Background: an optimization exercise with open tools, aiming at small area, a short achievable clock period and few clock cycles. Do not read the settings as production practice.
RTL that was checked went through simulation tests only; none was proved equivalent to the original.
Function not checked in runs 1 to 6: the RTL went through the layout flow alone.
Power is estimated from default activity; no workload was simulated.

===== design.v =====
module wire_codec (
    input  wire        clk,
    input  wire        rst,             
    input  wire        start,
    input  wire [2:0]  start_op,
    input  wire [7:0]  start_n,         
    input  wire [15:0] start_cmd,       
    input  wire [7:0]  start_addr,      
    input  wire [7:0]  start_crc,       
    output wire        busy,
    input  wire        in_valid,
    input  wire [7:0]  in_data,
    output wire        in_ready,
    output reg         out_valid,
    output reg  [7:0]  out_data,
    input  wire        out_ready,
    output wire        done,
    output wire [15:0] status,
    output wire [7:0]  res_crc,
    output wire [7:0]  res_len
);
    localparam [2:0] OP_CRC_GEN   = 3'd0,
                     OP_CRC_CHECK = 3'd1,
                     OP_I2C_WRITE = 3'd2,
                     OP_I2C_READ  = 3'd3,
                     OP_SHDLC_TX  = 3'd4;
    function [7:0] crc_step;
        input [7:0] acc;
        input [7:0] b;
        integer k;
        reg [7:0] a;
        begin
            a = acc ^ b;
            for (k = 0; k < 8; k = k + 1) begin
                if (a[7]) a = {a[6:0], 1'b0} ^ 8'h31;
                else      a = {a[6:0], 1'b0};
            end
            crc_step = a;
        end
    endfunction
    function [7:0] crc_unstep;
        input [7:0] e;
        integer k;
        reg [7:0] a;
        begin
            a = e;
            for (k = 0; k < 8; k = k + 1) begin
                if (a[0]) a = {1'b1, a[7:1] ^ 7'h18};
                else      a = {1'b0, a[7:1]};
            end
            crc_unstep = a;
        end
    endfunction
    function is_reserved;
        input [7:0] b;
        begin
            is_reserved = (b == 8'h7E) || (b == 8'h7D) || (b == 8'h11) || (b == 8'h13);
        end
    endfunction
    reg s_fin;             
    reg s_crc;             
    reg s_wcmd;            
    reg s_whi, s_wlo;      
    reg s_wcrc;            
    reg s_rhi, s_rlo;      
    reg s_rcrc;            
    reg s_th0, s_th1, s_th2;  
    reg s_tpay;            
    reg s_tchk;            
    reg s_teof;            
    reg       busy_r;      
    reg       done_r;      
    reg       ir_any;      
    reg       ir_out;      
    reg [7:0] cnt;         
    reg [7:0] acc;         
    reg [7:0] p0, p1;      
    reg       chk;         
    reg       bad;         
    reg       bcnt;        
    reg       lo_pend;     
    reg       esc;         
    reg       esc6, esc1;  
    reg [5:0] nlen;        
    reg       inc;         
    assign status  = {14'd0, bcnt, bad};
    assign res_crc = acc;
    assign res_len = {1'b0, nlen, 1'b0};
    wire of      = !out_valid || out_ready;    
    wire fin_now = s_fin && !lo_pend && of;    
    assign busy     = busy_r && !fin_now;
    assign done     = done_r || fin_now;
    assign in_ready = ir_any || (ir_out && out_ready);
    wire s_thdr = s_th0 | s_th1 | s_th2;
    wire take   = in_valid && in_ready;
    wire accept = start && !busy;
    wire a_crc  = (start_op == OP_CRC_GEN) || (start_op == OP_CRC_CHECK);
    wire a_chk  = (start_op == OP_CRC_CHECK);
    wire a_i2c  = (start_op == OP_I2C_WRITE) || (start_op == OP_I2C_READ);
    wire a_wr   = (start_op == OP_I2C_WRITE);
    wire a_rd   = (start_op == OP_I2C_READ);
    wire a_tx   = (start_op == OP_SHDLC_TX);
    wire a_bcnt = a_i2c && (start_n[0] || (start_n > 8'd64));
    wire cnt0   = (cnt == 8'd0);
    wire cnt1   = (cnt == 8'd1);
    wire [7:0] crc_x   = acc ^ in_data;
    wire [7:0] crc_out = crc_step(acc, in_data);
    wire       match   = (crc_x == 8'd0);    
    wire       chk_eq  = (crc_x == p1);      
    wire [7:0] data_byte = ({8{s_wcmd | s_thdr | s_rcrc}} & p0)
                         | ({8{s_whi | s_wlo | s_tpay}} & in_data)
                         | ({8{s_wcrc | s_tchk}} & acc)
                         | ({8{!busy}} & start_cmd[15:8]);
    wire       t_res     = (s_thdr && is_reserved(p0))
                         | (s_tpay && is_reserved(in_data))
                         | (s_tchk && is_reserved(acc));
    wire       k_7e      = s_teof || !busy;
    wire [7:0] k_byte    = esc ? {1'b0, esc6, !esc6, 1'b1, esc6, esc6, esc1, !(esc6 && esc1)}
                               : {6'b011111, k_7e, !k_7e};
    wire       use_k     = esc || s_teof || (!busy && a_tx) || t_res;
    wire [7:0] b1        = use_k ? k_byte : data_byte;
    wire t_go   = !esc && (s_tpay ? take : ((s_thdr | s_tchk) && of));
    wire eof_go = !esc && s_teof && of;
    wire esc_go = esc && of;
    wire r_take = s_rcrc && take;
    wire r_ok   = r_take && !bad && match;
    wire lo_go  = lo_pend && of;
    wire produce = (accept && ((a_wr && !a_bcnt) || a_tx))
                 | ((s_wcmd | s_wcrc) && of)
                 | (take && (s_whi | s_wlo))
                 | t_go | eof_go | esc_go | r_ok | lo_go;
    wire r_last  = r_take && cnt1;
    wire finish  = (s_crc && ((take && cnt1) || cnt0))
                 | (s_rhi && cnt0)
                 | (r_last && !r_ok && !lo_pend);
    wire to_fin  = (accept && a_bcnt)
                 | (s_wcmd && of && cnt0)
                 | (s_wcrc && of && cnt1)
                 | (r_last && (r_ok || lo_pend))
                 | eof_go
                 | (s_fin && !fin_now);
    wire out_valid_d = produce || (out_valid && !out_ready);
    wire lo_pend_d   = r_ok || (lo_pend && !of);
    wire esc_d       = t_go ? t_res : (esc && !esc_go);
    wire bad_d = accept ? (a_chk && start_crc != 8'hFF)
               : (s_crc && take) ? (chk && !chk_eq)
               : (bad || (r_take && !match));
    wire n_crc  = (accept && a_crc) || (s_crc && !finish);
    wire n_wcmd = (accept && a_wr && !a_bcnt) || (s_wcmd && !of);
    wire n_whi  = (s_wcmd && of && !cnt0) || (s_wcrc && of && !cnt1) || (s_whi && !take);
    wire n_wlo  = (s_whi && take) || (s_wlo && !take);
    wire n_wcrc = (s_wlo && take) || (s_wcrc && !of);
    wire n_rhi  = (accept && a_rd && !a_bcnt) || (s_rhi && !take && !cnt0) || (r_take && !cnt1);
    wire n_rlo  = (s_rhi && take) || (s_rlo && !take);
    wire n_rcrc = (s_rlo && take) || (s_rcrc && !take);
    wire n_th0  = (accept && a_tx) || (s_th0 && !t_go);
    wire n_th1  = (s_th0 && t_go) || (s_th1 && !t_go);
    wire n_th2  = (s_th1 && t_go) || (s_th2 && !t_go);
    wire n_tpay = (s_th2 && t_go && !cnt0) || (s_tpay && !(t_go && cnt1));
    wire n_tchk = (s_th2 && t_go && cnt0) || (s_tpay && t_go && cnt1) || (s_tchk && !t_go);
    wire n_teof = (s_tchk && t_go) || (s_teof && !eof_go);
    wire ir_any_d = n_crc || n_rlo || (n_rhi && !lo_pend_d) || (n_rcrc && bad_d)
                  || (((n_whi || n_wlo || (n_rcrc && !bad_d && !lo_pend_d) || (n_rhi && lo_pend_d))
                       && !out_valid_d) || (n_tpay && !esc_d && !out_valid_d));
    wire ir_out_d = n_whi || n_wlo || (n_rcrc && !bad_d && !lo_pend_d) || (n_rhi && lo_pend_d)
                  || (n_tpay && !esc_d);
    always @(posedge clk) begin
        if (of)
            out_data <= lo_go ? p0 : b1;
        out_valid <= out_valid_d;
        lo_pend   <= lo_pend_d;
        busy_r <= accept || (busy && !finish);
        done_r <= finish;
        s_fin  <= to_fin;
        s_crc  <= n_crc;
        s_wcmd <= n_wcmd;
        s_whi  <= n_whi;
        s_wlo  <= n_wlo;
        s_wcrc <= n_wcrc;
        s_rhi  <= n_rhi;
        s_rlo  <= n_rlo;
        s_rcrc <= n_rcrc;
        s_th0  <= n_th0;
        s_th1  <= n_th1;
        s_th2  <= n_th2;
        s_tpay <= n_tpay;
        s_tchk <= n_tchk;
        s_teof <= n_teof;
        ir_any <= ir_any_d;
        ir_out <= ir_out_d;
        bad    <= bad_d;
        esc    <= esc_d;
        if (accept || (s_wcrc && of) || r_take)
            acc <= 8'hFF;
        else if (take || (s_thdr && t_go))
            acc <= (s_thdr | s_tpay) ? acc - (s_tpay ? in_data : p0) : crc_out;
        if (accept)
            p0 <= a_tx ? start_addr : start_cmd[7:0];
        else if ((s_rhi && take) || (s_thdr && t_go) || r_ok)
            p0 <= s_rhi ? in_data : p1;
        if (accept)
            p1 <= a_chk ? crc_unstep(start_crc) : start_cmd[7:0];
        else if ((s_rlo && take) || (s_thdr && t_go))
            p1 <= s_thdr ? cnt : in_data;
        if (accept)
            cnt <= a_i2c ? {1'b0, start_n[7:1]} : start_n;
        else if ((take && (s_crc | s_rcrc | s_tpay)) || (s_wcrc && of))
            cnt <= cnt - 8'd1;
        if (accept) begin
            chk  <= a_chk;
            bcnt <= a_bcnt;
            nlen <= 6'd0;
        end else if (inc)
            nlen <= nlen + 6'd1;
        inc <= r_ok;
        if (t_go) begin
            esc6 <= data_byte[6];
            esc1 <= data_byte[1];
        end
        if (rst) begin
            busy_r    <= 1'b0;
            done_r    <= 1'b0;
            ir_any    <= 1'b0;
            ir_out    <= 1'b0;
            out_valid <= 1'b0;
            lo_pend   <= 1'b0;
            esc       <= 1'b0;
            inc       <= 1'b0;
            s_fin     <= 1'b0;
            s_crc     <= 1'b0;
            s_wcmd    <= 1'b0;
            s_whi     <= 1'b0;
            s_wlo     <= 1'b0;
            s_wcrc    <= 1'b0;
            s_rhi     <= 1'b0;
            s_rlo     <= 1'b0;
            s_rcrc    <= 1'b0;
            s_th0     <= 1'b0;
            s_th1     <= 1'b0;
            s_th2     <= 1'b0;
            s_tpay    <= 1'b0;
            s_tchk    <= 1'b0;
            s_teof    <= 1'b0;
        end
    end
endmodule

===== flow/run.sh =====
#!/bin/bash
# Standard layout, with the port buffers made from buf_4 cells instead of the smallest buffer.
set -euo pipefail
export BUFFER_PORTS_ARGS="-buffer_cell sky130_fd_sc_hd__buf_4"
bash standard.sh > standard_flow.log 2>&1

===== standard.sh =====
#!/bin/bash
# synth_recipe.tcl (not shown) runs the flow's synth.tcl, then flattens the netlist and writes it again
# the make line also repeats each setting of config.mk as NAME=value (left out here)
make -C /OpenROAD-flow-scripts/flow DESIGN_CONFIG=/design/flow/config.mk WORK_HOME=/design/flow/orfs CLKGATE_MAP_FILE= SYNTH_SCRIPT=/design/flow/synth_recipe.tcl "${@:-finish}"

===== config.mk =====
export PLATFORM = sky130hd
export DESIGN_NAME = wire_codec
export DESIGN_NICKNAME = wire_codec
export VERILOG_FILES = /design/flow/design.v
export SDC_FILE = /design/flow/constraint.sdc
export NUM_CORES = 4
export LEC_CHECK = 0
export CAP_MARGIN = 20
export CORE_MARGIN = 2
export CORE_UTILIZATION = 30
export SETUP_SLACK_MARGIN = 3.0
export SLEW_MARGIN = 20
export TNS_END_PERCENT = 0

===== constraint.sdc =====
create_clock -name core_clock -period 5.0 [get_ports {clk}]
set_input_delay 1.0000 -clock core_clock [delete_from_list [all_inputs] [get_ports {clk}]]
set_output_delay 1.0000 -clock core_clock [all_outputs]
set_load 0.01 [all_outputs]

==> results of run 1 <==
==> tightest hold or removal path: stages (launching register included) <==
cell     delay (ps)
dfxtp_1         320
o21ai_0          70
a21oi_1          60
==> cell usage after synthesis (7+ instances only) <==
library cell | number | area (sq um)
inv_1 | 16 | 60.06
o21ai_0 | 28 | 140.1
nand3_1 | 8 | 40.04
mux2i_1 | 31 | 310.3
a222oi_1 | 8 | 80.08
nor4_1 | 8 | 50.05
xor2_1 | 19 | 166.4
nand4_1 | 9 | 56.30
a211oi_1 | 21 | 157.7
buf_1 | 7 | 26.28
xnor2_1 | 37 | 324.1
and2_1 | 7 | 43.79
dfxtp_1 | 38 | 760.7
ha_1 | 10 | 125.1
buf_4 | 18 | 135.1
nor2_1 | 62 | 232.7
clkbuf_1 | 19 | 71.32
nand2_1 | 51 | 191.4
edfxtp_1 | 36 | 1081
nor2b_1 | 11 | 68.82
a21oi_1 | 45 | 225.2
==> area by class of cell <==
cell class / instances / area [sq um] / share of cell area
repair inverters: 1 / 5.005 / 0.0007654
inverters: 17 / 76.32 / 0.01167
multi-input cells: 450 / 3127 / 0.4782
clock inverters: 5 / 36.28 / 0.005549
flip-flops and latches: 74 / 1843 / 0.2819
well taps: 220 / 275.3 / 0.04210
clock buffers: 11 / 264.0 / 0.04038
repair buffers: 114 / 912.1 / 0.1395
==> layout by cell type, fill, tap and decap left out, drive strengths merged, types with 7 or more instances in the layout <==
master / netlist / routed
mux2i: 31 / 31
a21oi: 45 / 45
ha: 10 / 10
and2: 7 / 7
dfxtp: 38 / 38
xnor2: 37 / 37
inv: 17 / 15
a222oi: 8 / 8
o21ai: 30 / 30
conb: 1 / 16
xor2: 20 / 20
clkbuf: 21 / 11
nand4: 9 / 9
edfxtp: 36 / 36
nand3: 8 / 8
a211oi: 21 / 21
nand2: 51 / 51
nor2: 62 / 62
nor3: 7 / 7
buf: 28 / 114
nor2b: 11 / 11
nor4: 8 / 8
==> repair_timing <==
action / 4_1_cts / 5_1_grt
endpoints found under the setup margin: 108 / 103
setup buffers: 17 / 9
pin swaps: 10 / 13
gates resized for setup: 32 / 24
gates cloned: 1 / 0
==> state kept, by name, summed over array words and instances, names as in the netlist, 6 cells and up, named ones only <==
name / cells
out_data: 8
p0: 8
p1: 8
acc: 8
cnt: 8
nlen: 6
==> path summary, 6_finish.rpt <==
kind / startpoint / end / slack (ps) / cells after the start
min reg2reg: s_teof / s_teof / 510 / 2
min: s_teof / s_teof / 510 / 2
max reg2reg: s_tpay / acc[6] / 2480 / 10
max: out_ready / busy / 2350 / 7
==> cells by family after synthesis <==
logic type / count (synthesis) / share of synthesized area
AO/OA/AOI/OAI: 141 / 0.1855
XOR/XNOR: 57 / 0.1023
adder cells (fa/ha/maj): 11 / 0.02866
buffers and inverters: 66 / 0.06596
flip-flops: 74 / 0.3636
multiplexers: 33 / 0.06571
other: 1 / 0.0007404
AND/OR/NAND/NOR: 192 / 0.1875
==> power by group <==
group | total (mW) | switching [mW] | internal (mW)
Combinational | 0.652 | 0.336 | 0.315
Clock | 0.644 | 0.263 | 0.380
Sequential | 0.782 | 0.0717 | 0.710
Total | 2.08 | 0.671 | 1.41
==> metal layers <==
metal  vias to the layer above  routed length [um]  share of wire
met5                         -                   0              0
met3                        22                1037          0.068
li1                       2248                   -              -
met4                         0                 301          0.020
met2                       182                6857           0.45
met1                      2130                7049           0.46
==> impl_metrics.tcl, run 1 <==
set metrics [dict create \
    die_area_sq_um 17940 \
    row_count 47 \
    grtUsageMet2 0.2684 \
    start_kind "primary input" \
    power.leakage_nw 2.631 \
    rsz0062_at_grt "true" \
    ir_drop_uv 174.9 \
    placed_area_sq_um 5799 \
    path_cells "buf_6 -> nor2b_1 -> buf_4 -> o21ai_2 -> buf_6 -> inv_4 -> buf_6" \
    synth_edf_count 36 \
    crit_type "primary input to primary output" \
    die_w_um 133.9 \
    synth_seq_cells 74 \
    use_met3 0.04044 \
    stdcell_area_sq_um 6539 \
    end_kind "primary output" \
    root_buffer "clkbuf_16" \
    dr.first_iter.drc_count 365 \
    avgViaCountPerCell 5.137 \
    antenna_found_initial 0 \
    postSynth.asyncResetShare 0 \
    layout-drive-gt1-share 0.2560 \
    dp.cells 849 \
    grt_pass1_vias 4392 \
    use_met1 0.2330 \
    power_density_nw_per_um2 317.7 \
    dr.pass1.iters 8 \
    final_nets 734 \
    finalCriticalPeriod_ps 2649 \
    status "complete, no violations" \
    gr-usage-all-layers 0.1710 \
    fin_hold_ws_ps 508.1 \
    yosys_warnings 1 \
    synth.avg_cell_area_sq_um 8.808 \
    cpMostUsedCell "buf_6" \
    setup_viol 0 \
    ys.flop_type "dfxtp_1" \
    drcViolationCount 0 \
    fill_cells 1641 \
    hp-class "register to register" \
    relSlewSlack 0.4281 \
    top_usage_layer "met2" \
    grt_pass1_wl_mm 23.96 \
    tightestPinTransition_ps 850.0 \
    crit_arrival_ps 1650 \
    fin_util 0.3957 \
    vias 4582 \
    die_h_um 133.9 \
    fin_cells 892 \
    fin_tns_setup_ps 0 \
    cts_max_level 3 \
    wl_mm 15.25 \
    post-route-period-util 0.5298 \
    clock_sinks 74 \
    io_buffers 83 \
    ys_types 64 \
    cts_tree "done" \
    path_clk_slew_ps 60 \
    gp_congestion 0.8941 \
    maxCapViolCount 0 \
    hold_viol 0 \
    io_pins 100 \
    area_growth_pct 29.10 \
    cpPeakStageDelay_ps 140 \
    netlist_instances 575 \
    crit_family "buffers and inverters" \
    cp_data_required_time_ps 4000 \
    syn_area_sq_um 5065 \
    cpMaxStageDelayCell "buf_4" \
    crit_buf_inv 5 \
    grt_max_degree 46 \
    clk_latency_ps 340 \
    ant_nets 0 \
    routedWlPerCell_um 17.09 \
    cp_max_fo 3 \
    n_antenna_cell 0 \
    max_clock_freq_mhz 377.5 \
    yosysSeqAreaShare 0.3636 \
    fin_ws_ps 2351 \
    power_mw 2.077 \
    ctsHoldBuffers 0 \
    core_sq_um 16520 \
    clockBufferDepth 2 \
    finalMaxSlewViolations 0 \
    gr-total-overflow 0 \
    finClkSkew_ps 6.659 \
    dpl_worst_slack_ps 1433 \
    numCtsBuffers 9 \
    dp_hpwl_mm 11.27 \
    start_util 0.3065 \
]
==> inputs of run 2 (changes only) <==
--- a/design.v
+++ b/design.v
@@ -70,4 +70,5 @@
     reg s_teof;            
-    reg       busy_r;      
-    reg       done_r;      
+    reg       bz_any;      
+    reg       dn_any;      
+    reg       dn_out;      
     reg       ir_any;      
@@ -90,4 +91,4 @@
     wire fin_now = s_fin && !lo_pend && of;    
-    assign busy     = busy_r && !fin_now;
-    assign done     = done_r || fin_now;
+    assign busy     = bz_any && !(dn_out && out_ready);
+    assign done     = dn_any || (dn_out && out_ready);
     assign in_ready = ir_any || (ir_out && out_ready);
@@ -171,4 +172,5 @@
         lo_pend   <= lo_pend_d;
-        busy_r <= accept || (busy && !finish);
-        done_r <= finish;
+        bz_any <= (accept || (busy && !finish)) && !(to_fin && !lo_pend_d && !out_valid_d);
+        dn_any <= finish || (to_fin && !lo_pend_d && !out_valid_d);
+        dn_out <= to_fin && !lo_pend_d;
         s_fin  <= to_fin;
@@ -220,4 +222,5 @@
         if (rst) begin
-            busy_r    <= 1'b0;
-            done_r    <= 1'b0;
+            bz_any    <= 1'b0;
+            dn_any    <= 1'b0;
+            dn_out    <= 1'b0;
             ir_any    <= 1'b0;
==> run 2 against run 1 <==
Worst setup slack worse by 18 ps. Wire length is 1.9% lower. Largest power group unchanged. Cell area is 2.3% lower. Clock-buffer cell count is 1 lower. First-iteration DRC count is 33% higher. Still clean. Critical path type is now primary input to register. Non-clock buffer count is 21 lower. Synthesized area is 0.69% higher. Sequential share of layout area is 0.96 points higher. Utilization is 1.1 points lower. Flip-flop and latch count is 1 higher. Synthesized cell count is 1.9% higher.
==> impl_metrics.tcl, run 2 <==
set metrics [dict create \
    vias 4569 \
    antenna_found_initial 0 \
    syn_area_sq_um 5100 \
    die_w_um 134.4 \
    hp-class "register to register" \
    dr.pass1.iters 5 \
    yosysSeqAreaShare 0.3651 \
    grt_max_degree 30 \
    fill_cells 1695 \
    finalCriticalPeriod_ps 2667 \
    power_mw 2.089 \
    clock_sinks 75 \
    wl_mm 14.96 \
    fin_cells 878 \
    crit_arrival_ps 2960 \
    cpPeakStageDelay_ps 580 \
    synth.top_cell.area_share 0.2120 \
    dp.cells 858 \
    rsz0062_at_grt "true" \
    power.leakage_nw 2.511 \
    io_buffers 83 \
    ys_types 70 \
    cp_max_fo 7 \
    routedWlPerCell_um 17.03 \
    hold_viol 0 \
    core_sq_um 16580 \
    ant_nets 0 \
    avgViaCountPerCell 5.204 \
    die_h_um 134.4 \
    drcViolationCount 0 \
    post-route-period-util 0.5333 \
    layout_commonest_cell "buf_4" \
    clk_latency_ps 350 \
    gp_congestion 0.8579 \
    dp_hpwl_mm 11.39 \
    cts_max_level 3 \
    dr.first_iter.drc_count 484 \
    status "complete, no violations" \
    yosysMostFrequentCell "nand2_1" \
    path_cells "buf_4 -> xor2_4 -> or4_4 -> o2111ai_1 -> a21oi_1 -> o31ai_2 -> nand2_1 -> o311ai_2 -> a22o_1" \
    cpMaxStageDelayCell "or4_4" \
    cp_data_required_time_ps 5290 \
    stdcell_area_sq_um 6387 \
    crit_family "compound AO/OA/AOI/OAI gates" \
    cts_tree "done" \
    tightestPinTransition_ps 910.7 \
    layout_common_cells "buf_4, nand2_1, nor2_1" \
    grt_pass1_wl_mm 23.81 \
    end_kind "register" \
    power_density_nw_per_um2 327.1 \
    synth.avg_cell_area_sq_um 8.703 \
    placed_area_sq_um 5866 \
    synth_common_cells "nand2_1, nor2_1, dfxtp_1" \
    multiInputGateArea_sq_um 3102 \
    seq_area_sq_um 1862 \
    start_kind "primary input" \
    synth_edf_count 36 \
    path_clk_slew_ps 60 \
    gr-total-overflow 0 \
    numCtsBuffers 9 \
    maxCapViolCount 0 \
    die_area_sq_um 18060 \
    root_buffer "clkbuf_16" \
    synth_seq_cells 75 \
    ys_top_cells_by_area "edfxtp_1, dfxtp_1, nand2_1" \
    rr_worst_depth 8 \
    row_count 47 \
    area_growth_pct 25.25 \
    io_pins 100 \
    netlist_instances 586 \
    finalMaxSlewViolations 0 \
    clockBufferDepth 2 \
    cp.depth 9 \
    yosys_warnings 1 \
    ir_drop_uv 177.3 \
    relSlewSlack 0.3929 \
    layout-drive-gt1-share 0.2219 \
    yosys.area.top_type "edfxtp_1" \
    postSynth.asyncResetShare 0 \
    final_nets 720 \
    fin_tns_setup_ps 0 \
    hold_depth 2 \
    crit_buf_inv 1 \
    grt_pass1_vias 4408 \
    setup_viol 0 \
    gr-usage-all-layers 0.1697 \
    start_util 0.3075 \
    fin_util 0.3852 \
    max_clock_freq_mhz 375.0 \
    n_antenna_cell 0 \
    ys.flop_type "dfxtp_1" \
    ctsHoldBuffers 0 \
    finClkSkew_ps 6.918 \
    crit_type "primary input to register" \
]
run 2: changes by cell type in the layout (fill, tap and decap cells not counted), moves of 5 or more:
cell,change
xnor2_1,-8
nor2_1,-6
nand2_1,+17
nand2b_1,+5
a31oi_1,+12
a21oi_1,-5
xor2_1,+5
o21ai_0,-5
mux2i_1,-10
buf_4,-16
run 2: where the power goes:
part | switching, mW | internal (mW) | total, mW
registers | 0.0607 | 0.721 | 0.781
logic | 0.302 | 0.262 | 0.564
clock network | 0.272 | 0.472 | 0.744
total | 0.635 | 1.45 | 2.09
run 2: through the flow:
stage	hold WS, ps	setup WS, ps
2_1_floorplan	462.7	2221
3_3_place_gp	487.8	1525
3_5_place_dp	500.3	1443
4_1_cts	505.7	2353
5_1_grt	525.0	2236
6_report	506.1	2333
run 2: cell families (layout without fill, tap and decap cells):
family                   count (synthesis)  in the layout  share of synthesized area
AND/OR/NAND/NOR                        209            209                     0.2012
flip-flops                              75             75                     0.3651
XOR/XNOR                                55             55                    0.09961
adder cells (fa/ha/maj)                 11             11                    0.02846
AO/OA/AOI/OAI                          144            144                     0.1960
other                                    1             16                  0.0007353
multiplexers                            21             21                    0.04146
buffers and inverters                   70            127                    0.06747
run 2: what timing repair did:
item                                    4_1_cts  5_1_grt
pin swaps                                     0        1
endpoints found under the setup margin      102       95
gates cloned                                  1        0
setup buffers                                 3        0
gates resized for setup                      20        8
run 2: final timing paths:
kind                                 start           to  slack [ps]
worst max register to register      acc[2]  out_data[0]        2450
worst min register to register      s_tchk       s_teof         510
worst max-delay path            in_data[3]       ir_any        2330
worst min-delay path                s_tchk       s_teof         510
run 2: worst reg2reg max path, stage by stage (launching register included):
cell and delay (ps):
dfxtp_1 620, or4_1 190, o21ai_0 70, a21oi_1 290, o311ai_2 190, a2111oi_4 490
a21oi_1 70, o21bai_1 180, a22o_1 190
run 2: layout make-up:
type                    count  area share
multi-input cells         456      0.4856
clock inverters             6     0.01430
flip-flops and latches     75      0.2915
inverters                  18     0.01058
clock buffers              10     0.03918
well taps                 220     0.04309
repair buffers             93      0.1158
run 2: routing by layer:
metal  global-route usage  routed length, um  vias to the layer above  share of wire
met5                    0                  0                        -              0
met4              0.06082                285                        0          0.019
met3              0.03364                921                       19          0.062
met2               0.2670               6836                      181           0.46
met1               0.2315               6911                     2142           0.46
li1                     -                  -                     2227              -
==> inputs of run 3 (changes only) <==
--- a/design.v
+++ b/design.v
@@ -51,2 +51,21 @@
             crc_unstep = a;
+        end
+    endfunction
+    function [7:0] sub8;
+        input [7:0] a;
+        input [7:0] b;
+        integer i, d;
+        reg [8:0] g, p, g2, p2;
+        begin
+            g = {a & ~b, 1'b1};
+            p = {a ^ ~b, 1'b0};
+            for (d = 1; d < 9; d = d * 2) begin
+                g2 = g; p2 = p;
+                for (i = d; i < 9; i = i + 1) begin
+                    g2[i] = g[i] | (p[i] & g[i - d]);
+                    p2[i] = p[i] & p[i - d];
+                end
+                g = g2; p = p2;
+            end
+            sub8 = (a ^ ~b) ^ g[7:0];
         end
@@ -162,7 +181,4 @@
     wire n_teof = (s_tchk && t_go) || (s_teof && !eof_go);
-    wire ir_any_d = n_crc || n_rlo || (n_rhi && !lo_pend_d) || (n_rcrc && bad_d)
-                  || (((n_whi || n_wlo || (n_rcrc && !bad_d && !lo_pend_d) || (n_rhi && lo_pend_d))
-                       && !out_valid_d) || (n_tpay && !esc_d && !out_valid_d));
-    wire ir_out_d = n_whi || n_wlo || (n_rcrc && !bad_d && !lo_pend_d) || (n_rhi && lo_pend_d)
-                  || (n_tpay && !esc_d);
+    wire ir_any_d = n_crc || n_rlo || (n_rcrc && bad);
+    wire ir_out_d = n_whi || n_wlo || n_rhi || (n_rcrc && !bad) || (n_tpay && !esc_d);
     always @(posedge clk) begin
@@ -197,3 +213,3 @@
         else if (take || (s_thdr && t_go))
-            acc <= (s_thdr | s_tpay) ? acc - (s_tpay ? in_data : p0) : crc_out;
+            acc <= (s_thdr | s_tpay) ? sub8(acc, s_tpay ? in_data : p0) : crc_out;
         if (accept)
==> run 3 against run 2 <==
Still clean. Cell count rose by 1.0%. Cell area fell by 0.53%. Worst setup slack improved by 71 ps. Critical path depth fell by 2. Wire length rose by 1.6%. Hold slack got worse by 19 ps. First-iteration DRC count fell by 16%. Non-clock buffer count did not move. Utilization fell by 0.47 points. Largest power group unchanged.
==> impl_metrics.tcl, run 3 <==
set metrics [dict create \
    synth.avg_cell_area_sq_um 8.754 \
    antenna_found_initial 0 \
    die_h_um 135.2 \
    worstSetupEndpoint "out_data[2]" \
    io_buffers 83 \
    gp_congestion 0.8170 \
    status "complete, no violations" \
    finalCriticalPeriod_ps 2596 \
    cp_data_required_time_ps 5080 \
    wl_mm 15.19 \
    maxCapViolCount 0 \
    fin_cells 887 \
    fin_tns_setup_ps 0 \
    gr-total-overflow 0 \
    setup_viol 0 \
    power_density_nw_per_um2 339.3 \
    crit_buf_inv 1 \
    final_nets 729 \
    yosys_warnings 1 \
    r2r-start "s_tpay" \
    vias 4626 \
    finClkSkew_ps 11.28 \
    cpPeakStageDelay_ps 530 \
    path_cells "buf_12 -> or4_4 -> o21ai_2 -> a21oi_2 -> o311ai_4 -> o21ai_2 -> a221o_1" \
    start_kind "primary input" \
    stdcell_area_sq_um 6354 \
    post-route-period-util 0.5192 \
    power_mw 2.156 \
    yosys.area.top_type "edfxtp_1" \
    grt_pass1_vias 4489 \
    cp.depth 7 \
    row_count 47 \
    io_pins 100 \
    yosysMostFrequentCell "nand2_1" \
    internal_power_mw 1.471 \
    fin_hold_ws_ps 487.3 \
    placed_area_sq_um 5872 \
    end_kind "register" \
    start_util 0.3093 \
    combinationalPowerShare 0.295 \
    grt_pass1_wl_mm 24.18 \
    hp-class "register to register" \
    area_growth_pct 23.01 \
    n_antenna_cell 0 \
    synth.top_cell.area_share 0.2093 \
    layout_common_cells "buf_4, nand2_1, nor2_1" \
    clk_latency_ps 340 \
    ys_types 71 \
    cpMostUsedCell "o21ai_2" \
    dp_hpwl_mm 11.67 \
    avgViaCountPerCell 5.215 \
    ant_nets 0 \
    power.leakage_nw 2.503 \
    ys.flop_type "dfxtp_1" \
    r2r_slack_ps 2540 \
    path_clk_slew_ps 60 \
    synth_common_cells "nand2_1, nor2_1, a21oi_1, dfxtp_1, edfxtp_1" \
    drcViolationCount 0 \
    root_buffer "clkbuf_16" \
    crit_arrival_ps 2680 \
    swShare 0.3175 \
    ir_drop_uv 166.9 \
    max_clock_freq_mhz 385.2 \
    cp_max_fo 8 \
    layout_commonest_cell "buf_4" \
    routedWlPerCell_um 17.13 \
    tightestPinTransition_ps 825.5 \
    dr.pass1.iters 9 \
    numCtsBuffers 9 \
    dp.cells 865 \
    synth_edf_count 36 \
    dpl_worst_slack_ps 1672 \
    seq_area_sq_um 1863 \
    gr-usage-all-layers 0.1696 \
    hold_viol 0 \
    seqPwrFrac 0.372 \
    clock_sinks 75 \
    rsz0062_at_grt "true" \
    ys_top_cells_by_area "edfxtp_1, dfxtp_1, xnor2_1" \
    rr_worst_depth 9 \
    finalMaxSlewViolations 0 \
    grt_max_degree 36 \
    crit_start "in_data[2]" \
    postSynth.asyncResetShare 0 \
    crit_family "compound AO/OA/AOI/OAI gates" \
    synth_seq_cells 75 \
    yosysSeqAreaShare 0.3605 \
    syn_area_sq_um 5165 \
    fin_ws_ps 2404 \
    die_w_um 135.2 \
    switching_power_mw 0.6845 \
    cts_max_level 3 \
    clockBufferDepth 2 \
    crit-reg2reg-capture "acc[6]" \
    cts_tree "done" \
    layout-drive-gt1-share 0.2114 \
    crit_type "primary input to register" \
    relSlewSlack 0.4480 \
    multiInputGateArea_sq_um 3092 \
    clock_power_share 0.333 \
    fin_util 0.3804 \
    dr.first_iter.drc_count 408 \
    netlist_instances 590 \
    cpMaxStageDelayCell "or4_4" \
    die_area_sq_um 18280 \
    fill_cells 1733 \
    core_sq_um 16700 \
]
-- run 3: worst min-delay path by stage --
stage                     startpoint  endpoint  slack, ps  depth (start not counted)
after floorplan                s_rlo     s_rlo        460                          2
after global placement       nlen[5]   nlen[5]        470                          2
after detailed placement     nlen[5]   nlen[5]        480                          2
after CTS                    nlen[5]   nlen[5]        490                          2
after global routing         nlen[5]   nlen[5]        520                          2
final                        nlen[5]   nlen[5]        490                          2
-- run 3: routing by layer --
metal | routed length [um] | global-route usage
met5 | 0 | 0
met4 | 296 | 0.05613
met3 | 991 | 0.02918
met2 | 6889 | 0.2735
met1 | 7016 | 0.2309
-- run 3: power by group through the flow --
stage | Clock (mW) | Sequential (mW) | Combinational (mW)
after global routing | 0.754 | 0.810 | 0.702
after CTS | 0.727 | 0.799 | 0.627
final | 0.718 | 0.801 | 0.636
after floorplan | 0 | 0.798 | 0.424
after detailed placement | 0 | 0.812 | 0.611
after global placement | 0 | 0.812 | 0.608
-- run 3: worst min-delay path, delay by kind of cell, from the launching register on --
kind           cells  cell delay [ps]
flip-flops         1              310
AO/OA/AOI/OAI      2              130
-- run 3: logic make-up (layout without fill, tap and decap cells) --
group	Yosys count	after routing	synth area share
simple gates	211	211	0.2035
compound gates	150	150	0.1982
xor+xnor	58	58	0.1030
buf+inv	64	126	0.06880
fa+ha+maj	11	11	0.02665
flops	75	75	0.3605
mux	20	20	0.03876
other cells	1	16	0.0007260
-- run 3: what timing repair did --
item,CTS,global route
buffers inserted,6,0
pin swaps,6,2
gates resized for setup,16,10
hold buffers,0,0
endpoints found under the setup margin,108,98
-- run 3: area by class of cell --
type	count	share of cell area
timing repair buffer	93	0.1142
clock buffer	12	0.04392
tap	220	0.04332
inverter	17	0.01044
multi-input combinational	466	0.4866
clock inverter	4	0.008271
sequential	75	0.2932
==> inputs of run 4 (changes only) <==
==> flow/run.sh (replaced) <==
#!/bin/bash
# Standard layout, with the port buffers made from buf_2 cells instead of the smallest buffer.
set -euo pipefail
export BUFFER_PORTS_ARGS="-buffer_cell sky130_fd_sc_hd__buf_2"
bash standard.sh > standard_flow.log 2>&1
==> run 4 against run 3 <==
Wire length shrank 0.86%. Synthesized cell count unchanged. Critical path type unchanged. Worst setup slack improved by 38 ps. Register-to-register slack improved by 90 ps. Clock power shrank 12%. Hold slack worse by 4.7 ps. Non-clock buffer count grew 1. Via count grew 0.50%.
==> impl_metrics.tcl, run 4 <==
set metrics [dict create \
    status "complete, no violations" \
    final_nets 730 \
    core_sq_um 16700 \
    dp_hpwl_mm 11.57 \
    rr_worst_depth 6 \
    synth.avg_cell_area_sq_um 8.754 \
    cp_data_required_time_ps 5090 \
    cts_max_level 3 \
    postSynth.asyncResetShare 0 \
    ys_types 71 \
    root_buffer "clkbuf_16" \
    grt_pass1_wl_mm 24.04 \
    power_mw 2.047 \
    synth_common_cells "nand2_1, nor2_1, a21oi_1, dfxtp_1, edfxtp_1" \
    synth.top_cell.area_share 0.2093 \
    io_buffers 83 \
    start_util 0.3093 \
    start_kind "primary input" \
    yosys_warnings 1 \
    maxCapViolCount 0 \
    cpMaxStageDelayCell "or4_4" \
    yosys.area.top_type "edfxtp_1" \
    post-route-period-util 0.5116 \
    max_clock_freq_mhz 391.0 \
    clock_sinks 75 \
    r2r_slack_ps 2630 \
    cpPeakStageDelay_ps 520 \
    met2_wirelength_mm 6.866 \
    setup_viol 0 \
    hold_viol 0 \
    clk_latency_ps 340 \
    layout_commonest_cell "buf_2" \
    fill_cells 1761 \
    ys_top_cells_by_area "edfxtp_1, dfxtp_1, xnor2_1" \
    ctsHoldBuffers 0 \
    clockBufferDepth 2 \
    drcViolationCount 0 \
    synth_seq_cells 75 \
    rsz0062_at_grt "true" \
    power_density_nw_per_um2 331.8 \
    die_w_um 135.2 \
    vias 4649 \
    routedWlPerCell_um 16.96 \
    gr-total-overflow 0 \
    area_growth_pct 19.48 \
    fin_tns_setup_ps 0 \
    path_cells "buf_12 -> or4_4 -> o21ai_2 -> a21oi_2 -> o311ai_4 -> buf_4 -> mux2i_1 -> o21ai_1" \
    crit_type "primary input to register" \
    finalMaxSlewViolations 0 \
    cts_tree "done" \
    gr-usage-all-layers 0.1697 \
    die_h_um 135.2 \
    relSlewSlack 0.5276 \
    avgViaCountPerCell 5.235 \
    crit_arrival_ps 2650 \
    syn_area_sq_um 5165 \
    finalCriticalPeriod_ps 2558 \
    antenna_found_initial 0 \
    grt_pass1_vias 4362 \
    layout-drive-gt1-share 0.2126 \
    ys.flop_type "dfxtp_1" \
    top_layer_used "met4" \
    ant_nets 0 \
    die_area_sq_um 18280 \
    n_antenna_cell 0 \
    wl_met1_mm 6.972 \
    worstHoldStart "nlen[5]" \
    crit-reg2reg-capture "out_data[2]" \
    gp_congestion 0.8103 \
    finClkSkew_ps 9.064 \
    yosysMostFrequentCell "nand2_1" \
    synth_edf_count 36 \
    grt_max_degree 36 \
    wl_mm 15.06 \
    row_count 47 \
    power.leakage_nw 2.427 \
    dr_wl_met3_mm 1.005 \
    netlist_instances 590 \
    end_kind "register" \
    dr.first_iter.drc_count 521 \
    ir_drop_uv 176.1 \
    io_pins 100 \
    hp-class "register to register" \
    whs_endpoint "nlen[5]" \
    dr.pass1.iters 8 \
    path_clk_slew_ps 60 \
    yosysSeqAreaShare 0.3605 \
    numCtsBuffers 9 \
    cp_max_fo 7 \
    layout_common_cells "buf_2, nand2_1, nor2_1" \
    tightestPinTransition_ps 708.6 \
    hold_depth 2 \
]
-- run 4: cell counts after synthesis --
No cell type changed its count.
-- run 4: final cells by class --
cell class                      instances  area (sq um)  area share
Multi-Input combinational cell        466          3114      0.5047
Sequential cell                        75          1866      0.3023
Timing Repair Buffer                   94         556.8     0.09023
Clock buffer                           14         275.3     0.04461
Tap cell                              220         275.3     0.04461
Inverter                               17         66.31     0.01075
Clock inverter                          2         17.52    0.002839
-- run 4: cells by family after synthesis --
logic type,share of synthesized area
AO/OA/AOI/OAI,0.1982
XOR/XNOR,0.1030
AND/OR/NAND/NOR,0.2035
buffers and inverters,0.06880
flip-flops,0.3605
other,0.0007260
multiplexers,0.03876
adder cells (fa/ha/maj),0.02665
-- run 4: critical path: cells and delay by family --
| family | cells | cell delay (ps) |
|---|---|---|
| compound gates | 4 | 640 |
| buf+inv | 2 | 300 |
| mux | 1 | 190 |
| simple gates | 1 | 520 |
-- run 4: layer usage --
metal | vias up | global-route usage
met5 | - | 0
met4 | 0 | 0.05324
met3 | 16 | 0.03367
met2 | 169 | 0.2589
met1 | 2187 | 0.2419
li1 | 2277 | -
-- run 4: through the flow --
stage | instance area (sq um) | cells | hold WS [ps] | util | setup WS, ps
2_1_floorplan | 5234 | 605 | 459.7 | - | 2253
3_3_place_gp | 5659 | 865 | 468.4 | 0.3389 | 1779
3_5_place_dp | 5664 | 865 | 480.7 | 0.3392 | 1693
4_1_cts | 6135 | 888 | 487.8 | 0.3673 | 2501
5_1_grt | 6171 | 888 | 520.1 | 0.3695 | 2363
6_report | 6171 | 888 | 482.6 | 0.3695 | 2442
-- run 4: worst max-delay path by stage --
stage	slack, ps	end	start
detailed placement	1690	acc[6]	out_ready
finish	2440	out_data[1]	in_data[2]
floorplan	2250	out_data[2]	in_data[6]
global placement	1780	p0[0]	out_ready
CTS	2500	out_data[1]	in_data[2]
global route	2360	out_data[1]	in_data[2]
-- run 4: report_power, final --
| group | switching [mW] | leakage [nW] | total (mW) | internal, mW |
|---|---|---|---|---|
| Clock | 0.251 | 0.142 | 0.633 | 0.382 |
| Sequential | 0.0757 | 0.669 | 0.801 | 0.725 |
| Combinational | 0.341 | 1.62 | 0.614 | 0.272 |
| Total | 0.668 | 2.43 | 2.05 | 1.38 |
-- run 4: repair_timing --
| item | CTS | global route |
|---|---|---|
| pin swaps | 9 | 0 |
| endpoints found under the hold margin | 0 | 0 |
| gates cloned | 0 | 0 |
| endpoints found under the setup margin | 108 | 87 |
| setup buffers | 7 | 0 |
| gates resized for setup | 31 | 7 |
==> inputs of run 5 (changes only) <==
==> flow/run.sh (replaced) <==
#!/bin/bash
# Standard layout, with the port buffers made from buf_4 cells instead of the smallest
# buffer, and timing repair free to change a cell's footprint when it resizes it.
set -euo pipefail
export BUFFER_PORTS_ARGS="-buffer_cell sky130_fd_sc_hd__buf_4"
bash standard.sh MATCH_CELL_FOOTPRINT=0 finish > standard_flow.log 2>&1
==> run 5 against run 4 <==
Cell area rose by 3.0%. Non-clock buffer count decreased by 1. Critical path depth down 1. Fmax shrank 1.5%. Clock-buffer cell count decreased by 2. Utilization up 1.1 points. Synthesized cell count is the same. Total power rose by 5.3%. Critical endpoint is now out_data[2].
==> impl_metrics.tcl, run 5 <==
set metrics [dict create \
    final_nets 729 \
    max_clock_freq_mhz 385.2 \
    cts_tree "done" \
    ys_top_cells_by_area "edfxtp_1, dfxtp_1, xnor2_1" \
    ir_drop_uv 166.9 \
    dp_hpwl_mm 11.67 \
    layout_common_cells "buf_4, nand2_1, nor2_1" \
    power.leakage_nw 2.503 \
    synth.avg_cell_area_sq_um 8.754 \
    vias 4626 \
    hold_viol 0 \
    gr-total-overflow 0 \
    finClkSkew_ps 11.28 \
    wl_mm 15.19 \
    io_buffers 83 \
    relSlewSlack 0.4480 \
    die_area_sq_um 18280 \
    crit_arrival_ps 2680 \
    row_count 47 \
    cp_data_required_time_ps 5080 \
    syn_area_sq_um 5165 \
    gp_congestion 0.8170 \
    n_antenna_cell 0 \
    end_kind "register" \
    yosysSeqAreaShare 0.3605 \
    crit_type "primary input to register" \
    grt_pass1_wl_mm 24.18 \
    ant_nets 0 \
    yosys_warnings 1 \
    tightestPinTransition_ps 825.5 \
    core_sq_um 16700 \
    die_w_um 135.2 \
    ctsHoldBuffers 0 \
    dr.first_iter.drc_count 408 \
    finalMaxSlewViolations 0 \
    grt_pass1_vias 4489 \
    fin_ws_ps 2404 \
    dpl_worst_slack_ps 1672 \
    power_density_nw_per_um2 339.3 \
    io_pins 100 \
    dr.pass1.iters 9 \
    cts_max_level 3 \
    placed_area_sq_um 5872 \
    synth_edf_count 36 \
    area_growth_pct 23.01 \
    die_h_um 135.2 \
    setup_viol 0 \
    numCtsBuffers 9 \
    yosysMostFrequentCell "nand2_1" \
    post-route-period-util 0.5192 \
    root_buffer "clkbuf_16" \
    clk_latency_ps 340 \
    fin_tns_setup_ps 0 \
    clock_sinks 75 \
    synth.top_cell.area_share 0.2093 \
    path_clk_slew_ps 60 \
    postSynth.asyncResetShare 0 \
    cp_max_fo 8 \
    routedWlPerCell_um 17.13 \
    antenna_found_initial 0 \
    synth_common_cells "nand2_1, nor2_1, a21oi_1, dfxtp_1, edfxtp_1" \
    yosys.area.top_type "edfxtp_1" \
    layout-drive-gt1-share 0.2114 \
    avgViaCountPerCell 5.215 \
    netlist_instances 590 \
    ys.flop_type "dfxtp_1" \
    drcViolationCount 0 \
    start_util 0.3093 \
    finalCriticalPeriod_ps 2596 \
    stdcell_area_sq_um 6354 \
    hp-class "register to register" \
    rsz0062_at_grt "true" \
    clockBufferDepth 2 \
    maxCapViolCount 0 \
    layout_commonest_cell "buf_4" \
    grt_max_degree 36 \
    fill_cells 1733 \
    gr-usage-all-layers 0.1696 \
    synth_seq_cells 75 \
    ys_types 71 \
    status "complete, no violations" \
    start_kind "primary input" \
]
[run 5: changes by cell type in the layout (fill, tap and decap cells not counted), moves of 2 or more]
cell and change:
buf_4 +78, buf_2 -77, clkbuf_1 -2, clkinv_4 -2, inv_6 +2
[run 5: cell type report]
type                            count  area (sq um)  share of cell area
Clock buffer                       12         279.0             0.04392
Timing Repair Buffer               93         725.7              0.1142
Multi-Input combinational cell    466          3092              0.4866
Inverter                           17         66.31             0.01044
Clock inverter                      4         52.55            0.008271
Tap cell                          220         275.3             0.04332
Sequential cell                    75          1863              0.2932
[run 5: timing repair]
| item | in CTS | in global routing |
|---|---|---|
| resized for setup | 16 | 10 |
| setup endpoints to repair | 108 | 98 |
| buffers inserted | 6 | 0 |
| pin swaps | 6 | 2 |
[run 5: logic make-up (layout without fill, tap and decap cells)]
group           count (synthesis)  count (layout)  share of synthesized area
fa+ha+maj                      11              11                    0.02665
xor+xnor                       58              58                     0.1030
mux                            20              20                    0.03876
other cells                     1              16                  0.0007260
flops                          75              75                     0.3605
buf+inv                        64             126                    0.06880
compound gates                150             150                     0.1982
simple gates                  211             211                     0.2035
[run 5: path summary, 6_finish.rpt]
path	startpoint	end	slack [ps]	cells after the start
worst max-delay path	in_data[2]	out_data[2]	2400	7
worst min-delay path	nlen[5]	nlen[5]	490	2
worst max register to register	s_tpay	acc[6]	2540	9
worst min register to register	nlen[5]	nlen[5]	490	2
[run 5: metrics by stage]
step                total power [mW]  hold WS (ps)  cells    util
finish                         2.156         487.3    887  0.3804
global route                   2.267         516.5    887  0.3804
CTS                            2.153         494.9    887  0.3777
detailed placement             1.423         483.4    865  0.3516
global placement               1.420         473.4    865  0.3513
floorplan                      1.223         459.7    605       -
[run 5: critical path, stage by stage]
cell and delay, ps:
buf_12 110, or4_4 530, o21ai_2 80, a21oi_2 90, o311ai_4 380, o21ai_2 120
a221o_1 370
[run 5: report_power, final]
part           leakage [nW]  switching [mW]  internal [mW]
Clock                 0.164           0.268          0.450
Sequential            0.669          0.0761          0.725
Combinational          1.67           0.340          0.295
Total                  2.50           0.684           1.47
[run 5: per-layer routing]
layer,part of all wire,up-vias,GRT usage,wire length [um]
li1,-,2282,-,-
met1,0.46,2135,0.2309,7016
met2,0.45,185,0.2735,6889
met3,0.065,24,0.02918,991
met4,0.019,0,0.05613,296
met5,0,-,0,0
==> inputs of run 6 (changes only) <==
--- a/design.v
+++ b/design.v
@@ -75,3 +75,5 @@
         begin
-            is_reserved = (b == 8'h7E) || (b == 8'h7D) || (b == 8'h11) || (b == 8'h13);
+            is_reserved = !b[7] && b[4] &&
+                          (( b[6] &&  b[5] &&  b[3] &&  b[2] && (b[1] ^ b[0])) ||
+                           (!b[6] && !b[5] && !b[3] && !b[2] && b[0]));
         end
@@ -116,2 +118,4 @@
     wire accept = start && !busy;
+    wire sidle  = !bz_any || dn_out;
+    wire sacc   = start && sidle;
     wire a_crc  = (start_op == OP_CRC_GEN) || (start_op == OP_CRC_CHECK);
@@ -132,3 +136,3 @@
                          | ({8{s_wcrc | s_tchk}} & acc)
-                         | ({8{!busy}} & start_cmd[15:8]);
+                         | ({8{sidle}} & start_cmd[15:8]);
     wire       t_res     = (s_thdr && is_reserved(p0))
@@ -136,6 +140,6 @@
                          | (s_tchk && is_reserved(acc));
-    wire       k_7e      = s_teof || !busy;
+    wire       k_7e      = s_teof || sidle;
     wire [7:0] k_byte    = esc ? {1'b0, esc6, !esc6, 1'b1, esc6, esc6, esc1, !(esc6 && esc1)}
                                : {6'b011111, k_7e, !k_7e};
-    wire       use_k     = esc || s_teof || (!busy && a_tx) || t_res;
+    wire       use_k     = esc || s_teof || (sidle && a_tx) || t_res;
     wire [7:0] b1        = use_k ? k_byte : data_byte;
@@ -185,3 +189,3 @@
         if (of)
-            out_data <= lo_go ? p0 : b1;
+            out_data <= lo_go ? p1 : b1;
         out_valid <= out_valid_d;
@@ -210,3 +214,3 @@
         esc    <= esc_d;
-        if (accept || (s_wcrc && of) || r_take)
+        if (sacc || (s_wcrc && of) || r_take)
             acc <= 8'hFF;
@@ -214,7 +218,7 @@
             acc <= (s_thdr | s_tpay) ? sub8(acc, s_tpay ? in_data : p0) : crc_out;
-        if (accept)
+        if (sacc)
             p0 <= a_tx ? start_addr : start_cmd[7:0];
-        else if ((s_rhi && take) || (s_thdr && t_go) || r_ok)
+        else if ((s_rhi && take) || (s_thdr && t_go))
             p0 <= s_rhi ? in_data : p1;
-        if (accept)
+        if (sacc)
             p1 <= a_chk ? crc_unstep(start_crc) : start_cmd[7:0];
@@ -222,3 +226,3 @@
             p1 <= s_thdr ? cnt : in_data;
-        if (accept)
+        if (sacc)
             cnt <= a_i2c ? {1'b0, start_n[7:1]} : start_n;
@@ -226,4 +230,5 @@
             cnt <= cnt - 8'd1;
+        if (sacc)
+            chk  <= a_chk;
         if (accept) begin
-            chk  <= a_chk;
             bcnt <= a_bcnt;
==> flow/run.sh (replaced) <==
#!/bin/bash
# Standard layout, with the port buffers made from buf_2 cells instead of the smallest buffer.
set -euo pipefail
export BUFFER_PORTS_ARGS="-buffer_cell sky130_fd_sc_hd__buf_2"
bash standard.sh > standard_flow.log 2>&1
==> run 6 against run 5 <==
Clock-buffer cell count is 3 lower. Critical endpoint is now in_ready. Clock power fell by 3.1%. Flip-flop and latch count is the same. Global-route usage is 0.43 points higher. Synthesized area rose by 0.75%. Largest power group unchanged. Still clean on timing, DRC and antenna.
==> impl_metrics.tcl, run 6 <==
set metrics [dict create \
    status "complete, no violations" \
    ys_types 72 \
    drcViolationCount 0 \
    ant_nets 0 \
    gr-total-overflow 0 \
    whs_endpoint "s_wcrc" \
    dr.first_iter.drc_count 325 \
    final_nets 746 \
    finClkSkew_ps 13.01 \
    maxCapViolCount 0 \
    end_kind "primary output" \
    hold_viol 0 \
    dr.pass1.iters 5 \
    r2r-start "s_tpay" \
    placed_area_sq_um 5741 \
    relSlewSlack 0.4403 \
    ys_top_cells_by_area "edfxtp_1, dfxtp_1, nand2_1" \
    r2r_slack_ps 2650 \
    wl_mm 16.02 \
    start_kind "primary input" \
    fin_util 0.3691 \
    crit_arrival_ps 1480 \
    core_sq_um 17120 \
    dp_hpwl_mm 12.26 \
    crit_type "primary input to primary output" \
    yosysSeqAreaShare 0.3578 \
    synth.top_cell.area_share 0.2077 \
    die_h_um 135.7 \
    grt_max_degree 36 \
    area_growth_pct 21.40 \
    yosysMostFrequentCell "nand2_1" \
    hold_depth 2 \
    fin_ws_ps 2521 \
    post-route-period-util 0.4957 \
    io_buffers 83 \
    postSynth.asyncResetShare 0 \
    row_count 48 \
    layout_commonest_cell "nand2_1" \
    cp_data_required_time_ps 4000 \
    grt_pass1_vias 4521 \
    power_mw 2.020 \
    layout-drive-gt1-share 0.2372 \
    io_pins 100 \
    die_w_um 135.7 \
    fin_tns_setup_ps 0 \
    gr-usage-all-layers 0.1738 \
    synth_edf_count 36 \
    rr_worst_depth 8 \
    gp_congestion 0.9181 \
    root_buffer "clkbuf_16" \
    layout_common_cells "nand2_1, buf_2, nor2_1" \
    finalMaxSlewViolations 0 \
    clk_latency_ps 350 \
    yosys.area.top_type "edfxtp_1" \
    dp.cells 883 \
    stdcell_area_sq_um 6317 \
    antenna_found_initial 0 \
    clockBufferDepth 2 \
    crit_buf_inv 3 \
    synth.avg_cell_area_sq_um 8.630 \
    path_cells "buf_8 -> a21oi_4 -> inv_2 -> buf_2" \
    worstHoldStart "s_wlo" \
    synth_common_cells "nand2_1, nor2_1, a21oi_1" \
    routedWlPerCell_um 17.64 \
    vias 4775 \
    crit_family "buffers and inverters" \
    cpMaxStageDelayCell "a21oi_4" \
    cts_max_level 3 \
    yosys_warnings 1 \
    syn_area_sq_um 5204 \
    rsz0062_at_grt "true" \
    hp-class "register to register" \
    netlist_instances 603 \
    power_density_nw_per_um2 319.7 \
    grt_pass1_wl_mm 24.68 \
    tightestPinTransition_ps 833.9 \
    clock_sinks 75 \
    avgViaCountPerCell 5.259 \
    max_clock_freq_mhz 403.5 \
    n_antenna_cell 0 \
    die_area_sq_um 18420 \
    dpl_worst_slack_ps 2000 \
    cp_max_fo 4 \
    fin_cells 908 \
    path_clk_slew_ps 60 \
    fin_hold_ws_ps 486.3 \
    finalCriticalPeriod_ps 2479 \
    power.leakage_nw 2.452 \
    crit-reg2reg-capture "acc[5]" \
    ir_drop_uv 150.9 \
    start_util 0.3040 \
    cpPeakStageDelay_ps 160 \
    ys.flop_type "dfxtp_1" \
    setup_viol 0 \
    cts_tree "done" \
    numCtsBuffers 9 \
    synth_seq_cells 75 \
]
==> run 6: report_power, final <==
part / leakage, nW / internal, mW / total [mW] / switching [mW]
logic: 1.63 / 0.249 / 0.554 / 0.305
clock network: 0.149 / 0.435 / 0.696 / 0.261
registers: 0.669 / 0.701 / 0.769 / 0.0681
total: 2.45 / 1.38 / 2.02 / 0.635
==> run 6: what timing repair did <==
item                                   CTS  global route
gates resized for setup                 11            28
pin swaps                                2             6
endpoints found under the hold margin    0             0
buffers inserted                         5             4
hold buffers                             0             0
setup endpoints to repair               81            80
==> run 6: cell type report <==
type | count | area (sq um)
Sequential cell | 75 | 1863
Inverter | 17 | 67.56
Clock buffer | 9 | 225.2
Tap cell | 225 | 281.5
Multi-Input combinational cell | 479 | 3247
Clock inverter | 7 | 92.59
Timing Repair Buffer | 96 | 540.5
Fill cell | 1779 | 10800
==> run 6: cell families (layout without fill, tap and decap cells) <==
group | count (synthesis) | after routing | synth area share
other | 1 | 16 | 0.0007206
adders and majority gates | 12 | 12 | 0.02885
xor gates and xnor gates | 59 | 59 | 0.1094
AOI/OAI and AO/OA | 145 | 145 | 0.1902
muxes | 21 | 21 | 0.04039
buffers and inverters | 64 | 129 | 0.06131
DFF | 75 | 75 | 0.3578
and+or+nand+nor | 226 | 226 | 0.2113
==> run 6: worst max path at each step <==
stage / depth (start not counted) / end / startpoint / slack [ps]
2_1_floorplan: 10 / acc[6] / in_data[0] / 2490
3_3_place_gp: 9 / p1[2] / out_ready / 2040
3_5_place_dp: 9 / p1[2] / out_ready / 2000
4_1_cts: 4 / busy / out_ready / 2520
5_1_grt: 9 / acc[5] / in_data[1] / 2490
6_report: 4 / in_ready / out_ready / 2520
==> run 6: tightest hold or removal path, cell delays in order, from the launching register on <==
cell	delay, ps
dfxtp_1	330
nand2_1	60
a21oi_1	50
==> run 6: layer usage <==
metal  global-route usage  wire, um
met2               0.2750      7358
met5                    0         0
met4              0.06366       346
met3              0.03255      1082
met1               0.2362      7228
==> inputs of run 7 (changes only) <==
--- a/design.v
+++ b/design.v
@@ -189,3 +189,3 @@
         if (of)
-            out_data <= lo_go ? p1 : b1;
+            out_data <= lo_go ? p0 : b1;
         out_valid <= out_valid_d;
@@ -220,3 +220,3 @@
             p0 <= a_tx ? start_addr : start_cmd[7:0];
-        else if ((s_rhi && take) || (s_thdr && t_go))
+        else if ((s_rhi && take) || (s_thdr && t_go) || r_ok)
             p0 <= s_rhi ? in_data : p1;
--- a/config.mk
+++ b/config.mk
@@ -9,3 +9,3 @@
 export CORE_MARGIN = 2
-export CORE_UTILIZATION = 30
+export CORE_UTILIZATION = 40
 export SETUP_SLACK_MARGIN = 3.0
==> run 7 against run 6 <==
Critical path depth decreased by 1. Hold slack gained 5.1 ps. Non-clock buffer count grew 6. Synthesized area decreased by 0.63%. Clock skew is 3.4 ps lower. Highest routed layer unchanged.
==> impl_metrics.tcl, run 7 <==
set metrics [dict create \
    gr-usage-all-layers 0.2110 \
    cts_tree "done" \
    grt_max_degree 40 \
    postSynth.asyncResetShare 0 \
    multiInputGateArea_sq_um 3207 \
    synth_common_cells "nand2_1, nor2_1, a21oi_1" \
    cts_max_level 3 \
    dr.pass1.iters 5 \
    synth.avg_cell_area_sq_um 8.795 \
    synth_edf_count 36 \
    dr.first_iter.drc_count 328 \
    rsz0062_at_grt "true" \
    layout_commonest_cell "buf_2" \
    hp-class "register to register" \
    hold_viol 0 \
    max_clock_freq_mhz 408.1 \
    yosys_warnings 1 \
    r2r-start "s_tpay" \
    maxCapViolCount 0 \
    routedWlPerCell_um 17.29 \
    finClkSkew_ps 9.638 \
    wl_mm 14.58 \
    die_w_um 117.7 \
    ir_drop_uv 149.2 \
    ys_top_cells_by_area "edfxtp_1, dfxtp_1, xnor2_1" \
    rr_worst_depth 9 \
    power.leakage_nw 2.480 \
    crit_start "out_ready" \
    root_buffer "clkbuf_16" \
    ant_nets 0 \
    end_kind "primary output" \
    fin_tns_setup_ps 0 \
    yosys.area.top_type "edfxtp_1" \
    layout-drive-gt1-share 0.2385 \
    die_h_um 117.7 \
    hold_depth 2 \
    layout_common_cells "buf_2, nand2_1, nor2_1" \
    area_growth_pct 21.27 \
    seq_area_sq_um 1863 \
    crit_type "primary input to primary output" \
    numCtsBuffers 9 \
    row_count 41 \
    worstHoldStart "nlen[5]" \
    syn_area_sq_um 5171 \
    tightestPinTransition_ps 873.4 \
    gp_congestion 0.8628 \
    yosysMostFrequentCell "nand2_1" \
    ys.flop_type "dfxtp_1" \
    finalCriticalPeriod_ps 2450 \
    gr-total-overflow 0 \
    cp_max_fo 4 \
    grt_pass1_vias 4448 \
    synth_seq_cells 75 \
    dp_hpwl_mm 10.92 \
    power_mw 2.037 \
    clockBufferDepth 2 \
    finalMaxSlewViolations 0 \
    path_clk_slew_ps 60 \
    io_pins 100 \
    die_area_sq_um 13850 \
    synth.top_cell.area_share 0.2090 \
    n_antenna_cell 0 \
    fill_cells 1226 \
    avgViaCountPerCell 5.554 \
    antenna_found_initial 0 \
    status "complete, no violations" \
    grt_pass1_wl_mm 23.25 \
    yosysSeqAreaShare 0.3600 \
    netlist_instances 588 \
    relSlewSlack 0.4151 \
    drcViolationCount 0 \
    start_util 0.4098 \
    clock_sinks 75 \
    io_buffers 83 \
    cp_data_required_time_ps 4000 \
    vias 4682 \
    post-route-period-util 0.4901 \
    clk_latency_ps 340 \
    final_nets 734 \
    ys_types 62 \
    core_sq_um 12620 \
    start_kind "primary input" \
    setup_viol 0 \
    power_density_nw_per_um2 324.8 \
    crit_arrival_ps 1450 \
]
-- run 7: changes by cell type in the layout (fill, tap and decap cells not counted), sizes merged, moves of 3 or more --
| cell | change |
|---|---|
| a21o | +6 |
| nor4b | +4 |
| o211ai | +5 |
| nand2b | +4 |
| nor2 | -5 |
| clkinv | -3 |
| o21ai | +4 |
| buf | +8 |
| nand2 | -16 |
| and4 | -3 |
-- run 7: critical path: stages --
cell,delay (ps)
buf_8,110
a21o_1,200
buf_2,150
-- run 7: cell families (layout without fill, tap and decap cells) --
family                     count (synthesis)  in the layout  synth area share
adders and majority gates                 12             12           0.02903
AOI/OAI and AO/OA                        153            153            0.1994
other                                      1             16         0.0007252
muxes                                     20             20           0.03871
xor gates and xnor gates                  58             58            0.1091
and+or+nand+nor                          204            204            0.1972
buffers and inverters                     65            133           0.06581
DFF                                       75             75            0.3600
-- run 7: cell type report --
cell class | count | share of cell area
Inverter | 15 | 0.008978
Clock buffer | 12 | 0.03771
Tap cell | 172 | 0.03432
Timing Repair Buffer | 102 | 0.09856
Sequential cell | 75 | 0.2971
Multi-Input combinational cell | 463 | 0.5114
Clock inverter | 4 | 0.01197
-- run 7: layer usage --
| metal | vias up | global-route usage | wire (um) |
|---|---|---|---|
| met5 | - | 0 | 0 |
| met4 | 0 | 0.07304 | 277 |
| met3 | 22 | 0.04312 | 1016 |
| met2 | 188 | 0.3427 | 6821 |
| met1 | 2209 | 0.2794 | 6461 |
| li1 | 2263 | - | - |
-- run 7: worst paths after layout --
check | endpoint | slack, ps
worst max-delay path | in_ready | 2550
worst min register to register | nlen[5] | 490
worst min-delay path | nlen[5] | 490
worst max register to register | acc[5] | 2630
-- run 7: metrics by stage --
| step | setup WS [ps] | instance area, sq um | instances | utilization | hold slack, ps |
|---|---|---|---|---|---|
| 2_1_floorplan | 2401 | 5301 | 603 | - | 447.0 |
| 3_3_place_gp | 1798 | 5653 | 812 | 0.4479 | 467.0 |
| 3_5_place_dp | 1717 | 5653 | 812 | 0.4479 | 481.9 |
| 4_1_cts | 2550 | 6147 | 836 | 0.4871 | 491.1 |
| 5_1_grt | 2484 | 6271 | 843 | 0.4969 | 532.7 |
| 6_report | 2550 | 6271 | 843 | 0.4969 | 491.4 |
-- run 7: repair_timing --
action	4_1_cts	5_1_grt
resized for setup	28	18
setup buffers	8	7
endpoints found under the hold margin	0	0
endpoints found under the setup margin	89	92
pin swaps	10	12
hold buffers	0	0
-- run 7: where the power goes --
part	internal, mW	switching (mW)	total (mW)
logic	0.272	0.308	0.580
registers	0.701	0.0659	0.767
clock network	0.438	0.252	0.690
Testbench counts of run 7, summed over its fixed seeds: cycles 29,678.
==> inputs of run 8 (changes only) <==
--- a/config.mk
+++ b/config.mk
@@ -9,4 +9,4 @@
 export CORE_MARGIN = 2
-export CORE_UTILIZATION = 40
-export SETUP_SLACK_MARGIN = 3.0
+export CORE_UTILIZATION = 30
+export SETUP_SLACK_MARGIN = 3.5
 export SLEW_MARGIN = 20
==> run 8 against run 7 <==
Still clean on timing, DRC and antenna. Via count down 2.4%. Wire length up 2.0%. Worst setup slack better by 2.9 ps. Synthesized cell count unchanged. Sequential power about the same. Total power down 5.2%. Die area up 32%. Sequential share of layout area about the same. Clock power down 14%.
==> impl_metrics.tcl, run 8 <==
set metrics [dict create \
    dpl_worst_slack_ps 1694 \
    dp.cells 865 \
    finalCriticalPeriod_ps 2447 \
    path_clk_slew_ps 60 \
    ir_drop_uv 169.2 \
    status "complete, no violations" \
    synth_edf_count 36 \
    tightestPinTransition_ps 936.7 \
    die_area_sq_um 18300 \
    maxCapViolCount 0 \
    die_h_um 135.3 \
    finalMaxSlewViolations 0 \
    r2r_slack_ps 2620 \
    hp-class "register to register" \
    final_nets 731 \
    cpMaxStageDelayCell "a21o_1" \
    yosysSeqAreaShare 0.3600 \
    io_pins 100 \
    cp_data_required_time_ps 4000 \
    power.leakage_nw 2.454 \
    syn_area_sq_um 5171 \
    worstSetupEndpoint "in_ready" \
    power_density_nw_per_um2 307.7 \
    r2r-start "cnt[4]" \
    vias 4568 \
    layout_commonest_cell "buf_2" \
    postSynth.asyncResetShare 0 \
    rr_worst_depth 7 \
    crit_family "buffers and inverters" \
    crit_arrival_ps 1450 \
    cts_max_level 3 \
    placed_area_sq_um 5719 \
    yosys_warnings 1 \
    setup_viol 0 \
    cts_tree "done" \
    path_cells "buf_8 -> a21o_1 -> buf_6" \
    use_met1 0.2270 \
    crit-reg2reg-capture "ir_out" \
    gr-total-overflow 0 \
    die_w_um 135.3 \
    synth.avg_cell_area_sq_um 8.795 \
    cp.depth 3 \
    routedWlPerCell_um 16.65 \
    synth_seq_cells 75 \
    n_antenna_cell 0 \
    end_kind "primary output" \
    fin_tns_setup_ps 0 \
    ys.flop_type "dfxtp_1" \
    gr-usage-all-layers 0.1633 \
    synth.top_cell.area_share 0.2090 \
    clk_latency_ps 350 \
    max_clock_freq_mhz 408.6 \
    avgViaCountPerCell 5.115 \
    dp_hpwl_mm 11.20 \
    start_util 0.3032 \
    ys_types 62 \
    grt_pass1_vias 4232 \
    layout-drive-gt1-share 0.2410 \
    grtUsageMet2 0.2566 \
    rsz0062_at_grt "true" \
    finClkSkew_ps 8.923 \
    use_met3 0.03442 \
    fin_hold_ws_ps 483.1 \
    power_mw 1.931 \
    top_usage_layer "met2" \
    fin_cells 893 \
    crit_start "out_ready" \
    layout_common_cells "buf_2, nand2_1, nor2_1" \
    yosysMostFrequentCell "nand2_1" \
    dr.first_iter.drc_count 463 \
    post-route-period-util 0.4895 \
    numCtsBuffers 9 \
    core_sq_um 17060 \
    wl_mm 14.87 \
    start_kind "primary input" \
    cpPeakStageDelay_ps 210 \
    grt_pass1_wl_mm 23.23 \
    row_count 48 \
    ctsHoldBuffers 0 \
    relSlewSlack 0.3728 \
    cp_max_fo 4 \
    drcViolationCount 0 \
    grt_max_degree 40 \
    area_growth_pct 21.36 \
    synth_common_cells "nand2_1, nor2_1, a21oi_1" \
    dr.pass1.iters 5 \
    fin_util 0.3680 \
    io_buffers 83 \
    clockBufferDepth 2 \
    stdcell_area_sq_um 6276 \
    fin_ws_ps 2553 \
    yosys.area.top_type "edfxtp_1" \
    root_buffer "clkbuf_16" \
    netlist_instances 588 \
    crit_type "primary input to primary output" \
    gp_congestion 0.8636 \
    hold_viol 0 \
    crit_buf_inv 2 \
    ant_nets 0 \
    antenna_found_initial 0 \
    clock_sinks 75 \
    ys_top_cells_by_area "edfxtp_1, dfxtp_1, xnor2_1" \
]
## run 8: cell counts after synthesis
Identical to the previous run, type by type.
## run 8: kinds of logic (layout without fill, tap and decap cells)
group	count (synthesis)	in the layout	synth area share
xor+xnor	58	58	0.1091
other cells	1	16	0.0007252
buf+inv	65	130	0.06581
fa+ha+maj	12	12	0.02903
flops	75	75	0.3600
simple gates	204	204	0.1972
compound gates	153	153	0.1994
mux	20	20	0.03871
## run 8: worst register-to-register path, stage by stage, from the launching register on
cell	delay [ps]
edfxtp_1	440
or4_4	600
nor3_4	240
nand2_1	160
a32o_1	280
a31oi_1	270
o21a_1	170
o211ai_1	70
## run 8: metal layers
metal  part of all wire  routed length, um
met4              0.012                180
met2               0.47               6918
met3              0.074               1097
met1               0.45               6673
met5                  0                  0
## run 8: how the worst min path moves through the flow
stage                        from      end  slack [ps]  cells after the start
final                     nlen[5]  nlen[5]         480                      2
after global routing      nlen[5]  nlen[5]         510                      2
after CTS                 nlen[5]  nlen[5]         490                      2
after detailed placement  nlen[5]  nlen[5]         480                      2
after global placement    nlen[5]  nlen[5]         470                      2
after floorplan             s_rlo    s_rlo         450                      2
## run 8: layout make-up
class                   instances  area, sq um
well taps                     225        281.5
flip-flops and latches         75         1866
inverters                      15        56.30
multi-input cells             463         3207
clock buffers                  11        232.7
clock inverters                 5        36.28
fillers                      1769        10780
repair buffers                 99        596.8
## run 8: what timing repair did
action	CTS	global route
gates resized for setup	31	18
pin swaps	11	11
hold endpoints to repair	0	0
endpoints found under the setup margin	133	124
setup buffers	9	3
## run 8: report_power, final
| part | internal (mW) | leakage (nW) | switching, mW | total, mW |
|---|---|---|---|---|
| Sequential | 0.701 | 0.670 | 0.0674 | 0.768 |
| Combinational | 0.266 | 1.65 | 0.302 | 0.568 |
| Clock | 0.338 | 0.130 | 0.258 | 0.595 |

Check on run 8: ideal ports give 2.553 ns setup slack; a clkbuf_16 on the clock port and buf_2 on the inputs give 2.512 ns; moving port delays by the midpoint clock arrival (0.389 ns) as well gives 2.195 ns.
